From an optimization exercise on the open Yosys and OpenROAD flow, aimed at small area; shortcuts taken in it are not production practice.
Function was checked by simulation only, so behaviour that the tests miss may differ from the original.
No driver is modelled on the clock port, so clock power and skew are understated where the tree is cut down; a real chip needs a root buffer or a tree.

AL:
==> flow/design.v <==
module ev1527_classifier (
    input  wire [14:0] lo_i,
    input  wire [13:0] hi_i,
    output wire        valid_o,      
    output wire        bit_o,        
    output wire        preamble_o    
);
    function automatic le15(input [14:0] a, input [14:0] b);
        integer i;
        reg r;
        begin
            r = 1'b1;
            for (i = 0; i < 15; i = i + 1)
                r = (~a[i] & b[i]) | (~a[i] & r) | (b[i] & r);
            le15 = r;
        end
    endfunction
    function automatic [14:0] add15(input [14:0] a, input [14:0] b);
        integer i;
        reg c;
        begin
            c = 1'b0;
            for (i = 0; i < 15; i = i + 1) begin
                add15[i] = a[i] ^ b[i] ^ c;
                c = (a[i] & b[i]) | (a[i] & c) | (b[i] & c);
            end
        end
    endfunction
    wire [14:0] hi = {1'b0, hi_i};
    wire lo_le_2hi = le15(lo_i, {hi_i, 1'b0});
    assign valid_o = le15(15'd450, hi) && le15(hi, 15'd8500) &&
                     le15(15'd1350, lo_i) && le15(lo_i, 15'd25500);
    assign bit_o   = lo_le_2hi;
    wire [14:0] hi_x125 = add15(hi, {3'b000, hi_i[13:2]});
    assign preamble_o = le15(15'd9600, hi) && le15(hi, 15'd16000) &&
                        le15(hi_x125, lo_i) && lo_le_2hi;
endmodule
module ev1527_decoder (
    input  wire        clk,
    input  wire        rst,         
    input  wire        line_i,      
    input  wire        tick_i,      
    input  wire        rearm_i,     
    input  wire        disable_i,   
    input  wire        clrdet_i,    
    output wire [19:0] address_o,
    output wire [3:0]  key_o,
    output wire        detected_o,
    output wire        enabled_o
);
    reg        line_q;
    reg        enabled;
    reg        exp_fall;
    reg [14:0] count;
    reg [13:0] hi;
    reg [4:0]  bit_index;
    wire       preamble_found = |bit_index;
    reg [22:0] acc;
    reg [19:0] address;
    reg [3:0]  key;
    reg        detected;
    wire edge_hit = exp_fall ? (~line_i & line_q) : (line_i & ~line_q);
    wire notify   = enabled & edge_hit & ~rearm_i & ~disable_i;
    wire n_fall   = notify & exp_fall;     
    wire n_rise   = notify & ~exp_fall;    
    wire        big  = ~preamble_found & exp_fall;
    wire [14:0] step = {10'd0, big, 1'b0, big, preamble_found & ~exp_fall,
                        ~big};
    reg  [14:0] count_sum;
    reg         carry;
    reg         count_c14;    
    integer i;
    always @(*) begin
        carry = 1'b0;
        count_c14 = 1'b0;
        for (i = 0; i < 15; i = i + 1) begin
            if (i == 14)
                count_c14 = carry;
            count_sum[i] = count[i] ^ step[i] ^ carry;
            carry        = (count[i] & step[i]) | (count[i] & carry) |
                           (step[i] & carry);
        end
    end
    wire count_sat = exp_fall ? count_c14 : carry;
    wire valid, bit_value, is_preamble;
    ev1527_classifier u_classifier (
        .lo_i      (count),
        .hi_i      (hi),
        .valid_o   (valid),
        .bit_o     (bit_value),
        .preamble_o(is_preamble)
    );
    wire take_bit = n_rise & preamble_found & valid;
    wire last_bit = (bit_index == 5'd14);
    wire complete = take_bit & last_bit;
    always @(posedge clk) begin
        line_q <= line_i;
        if (notify)
            count <= 15'd0;
        else if (enabled && tick_i && !count_sat)
            count <= count_sum;
        if (n_fall)
            hi[12:0] <= count[12:0];
        if (n_fall)
            hi[13] <= count[13];
        else if (notify || rearm_i)
            hi[13] <= 1'b0;
        if (rearm_i)
            exp_fall <= 1'b0;
        else if (notify)
            exp_fall <= ~exp_fall & (~preamble_found | valid);
        if (rearm_i)
            bit_index <= 5'd0;
        else if (n_rise) begin
            if (!preamble_found)
                bit_index <= {4'd0, is_preamble};
            else if (valid)
                bit_index <= {bit_index[3:0], bit_index[4] ^ bit_index[2]};
            else
                bit_index <= 5'd0;
        end
        if (take_bit)
            acc <= {acc[21:0], bit_value};
        if (complete) begin
            address <= acc[22:3];
            key     <= {acc[2:0], bit_value};
        end
        if (rst)
            enabled <= 1'b0;
        else if (disable_i)
            enabled <= 1'b0;
        else if (rearm_i)
            enabled <= 1'b1;
        else if (complete)
            enabled <= 1'b0;
        if (rst)
            detected <= 1'b0;
        else if (complete)
            detected <= 1'b1;
        else if (clrdet_i)
            detected <= 1'b0;
    end
    assign address_o  = address;
    assign key_o      = key;
    assign detected_o = detected;
    assign enabled_o  = enabled;
endmodule
export LEC_CHECK = 0
export CAP_MARGIN = 20
export CORE_MARGIN = 2
export CORE_UTILIZATION = 40
export GPL_TIMING_DRIVEN = 0
export SLEW_MARGIN = 20
create_clock -name core_clock -period 6.0 [get_ports {clk}]
standard.sh (not shown) runs the stock make flow with config.mk's settings and CLKGATE_MAP_FILE= SYNTH_SCRIPT=/design/flow/synth_recipe.tcl, a recipe that flattens the netlist after the stock synthesis.
==> flow/flow/run.sh <==
#!/bin/bash
# Own layout flow: the standard flow (standard.sh) with these changes.
#  - Synthesis is the standard flow's own script (synth_recipe.tcl), except that the ABC
#    mapping step uses an area-oriented script (flow/area.abc): the same
#    registers, cell types and names, only the logic between them is mapped
#    differently.
#  - Ports are buffered with buf_1 instead of the resizer's default pick.
#  - CTS is replaced by a two-level clock buffer tree (flow/cts_hook.tcl):
#    the registers are split into CLK_GROUPS groups by position, each
#    driven by a clkbuf_8 at its centre; one clkbuf_8 drives those.
# Each tool's log is in orfs/logs/; make's output is in flow_make.log.
set -euo pipefail
W=$(pwd)
cat > "$W/flow_synth.tcl" <<EOF
proc abc {args} {
  set i [lsearch -exact \$args -script]
  if {\$i >= 0} { lset args [expr {\$i + 1}] $W/flow/area.abc }
  yosys abc {*}\$args
}
source $W/synth_recipe.tcl
EOF
export BUFFER_PORTS_ARGS="-buffer_cell sky130_fd_sc_hd__buf_1"
export PRE_CTS_TCL="$W/flow/cts_hook.tcl"
export CLK_GROUPS=6
export CLK_LEAF_CELL=sky130_fd_sc_hd__clkbuf_8
export CLK_ROOT_CELL=sky130_fd_sc_hd__clkbuf_8
bash standard.sh SYNTH_SCRIPT="$W/flow_synth.tcl" finish > flow_make.log 2>&1
Other scripts of this flow, unchanged in this note and not shown: flow/flow/area.abc, flow/flow/cts_hook.tcl
## Diff of input files: TR against AL
--- a/flow/design.v
+++ b/flow/design.v
@@ -51,12 +51,12 @@
     reg        line_q;
     reg        enabled;
     reg        exp_fall;
     reg [14:0] count;
     reg [13:0] hi;
+    reg        preamble_found;
     reg [4:0]  bit_index;
-    wire       preamble_found = |bit_index;
     reg [22:0] acc;
     reg [19:0] address;
     reg [3:0]  key;
     reg        detected;
     wire edge_hit = exp_fall ? (~line_i & line_q) : (line_i & ~line_q);
@@ -108,19 +108,17 @@
         if (rearm_i)
             exp_fall <= 1'b0;
         else if (notify)
             exp_fall <= ~exp_fall & (~preamble_found | valid);
         if (rearm_i)
-            bit_index <= 5'd0;
-        else if (n_rise) begin
-            if (!preamble_found)
-                bit_index <= {4'd0, is_preamble};
-            else if (valid)
-                bit_index <= {bit_index[3:0], bit_index[4] ^ bit_index[2]};
-            else
-                bit_index <= 5'd0;
-        end
+            preamble_found <= 1'b0;
+        else if (n_rise)
+            preamble_found <= preamble_found ? valid : is_preamble;
+        if (!preamble_found)
+            bit_index <= 5'd1;
+        else if (take_bit)
+            bit_index <= {bit_index[3:0], bit_index[4] ^ bit_index[2]};
         if (take_bit)
             acc <= {acc[21:0], bit_value};
         if (complete) begin
             address <= acc[22:3];
             key     <= {acc[2:0], bit_value};
==> results.txt <==
- TR ran to completion and came out clean on the timing, design-rule and antenna checks.
- AL leaves less setup margin than TR.
- Relative to AL, logic depth of the worst register-to-register path has gone down in TR.
- From AL to TR the numbers moved as follows: post-synthesis instance total rose by 4, detailed-routed wire length on met2 higher, xor-xnor portion of the synthesized cell area went up by 0.23 points, total area of sequential cells increased by 1.0% relative to the old numbers.
No run of this note takes its clock network from TritonCTS; it comes from the design's own scripts or RTL.

==> what the ideal ports hide <==
How much do the figures lean on ideal ports? The routed layouts below were timed once more, with nothing changed but the port constraints. Step 1 sets driving cells, clkbuf_16 on the clock port and buf_2 on the other inputs (assumed; they add their load-dependent delay and slew). Step 2 adds t to the input delays and takes it off the output delays; t is the mean of the earliest and latest rising clock arrival at the registers after step 1. Input paths then give back, and output paths get back, about the clock's delay inside the block. Slacks: ideal / step 1 / step 2; pairs: ideal / step 1.
| run | t, ns | slack for setup (ns) | hold WS [ns] | latest minus earliest clock arrival (ns) | slew at the worst register clock pin (ns) |
|---|---|---|---|---|---|
| AL | 0.364 | 0.107 / 0.107 / 0.107 | 0.445 / 0.445 / 0.445 | 0.020 / 0.020 | 0.09 / 0.09 |
| TR | 0.380 | 0.199 / 0.199 / 0.199 | 0.427 / 0.427 / 0.427 | 0.020 / 0.020 | 0.10 / 0.10 |
After both steps setup and hold are still met in every run listed.
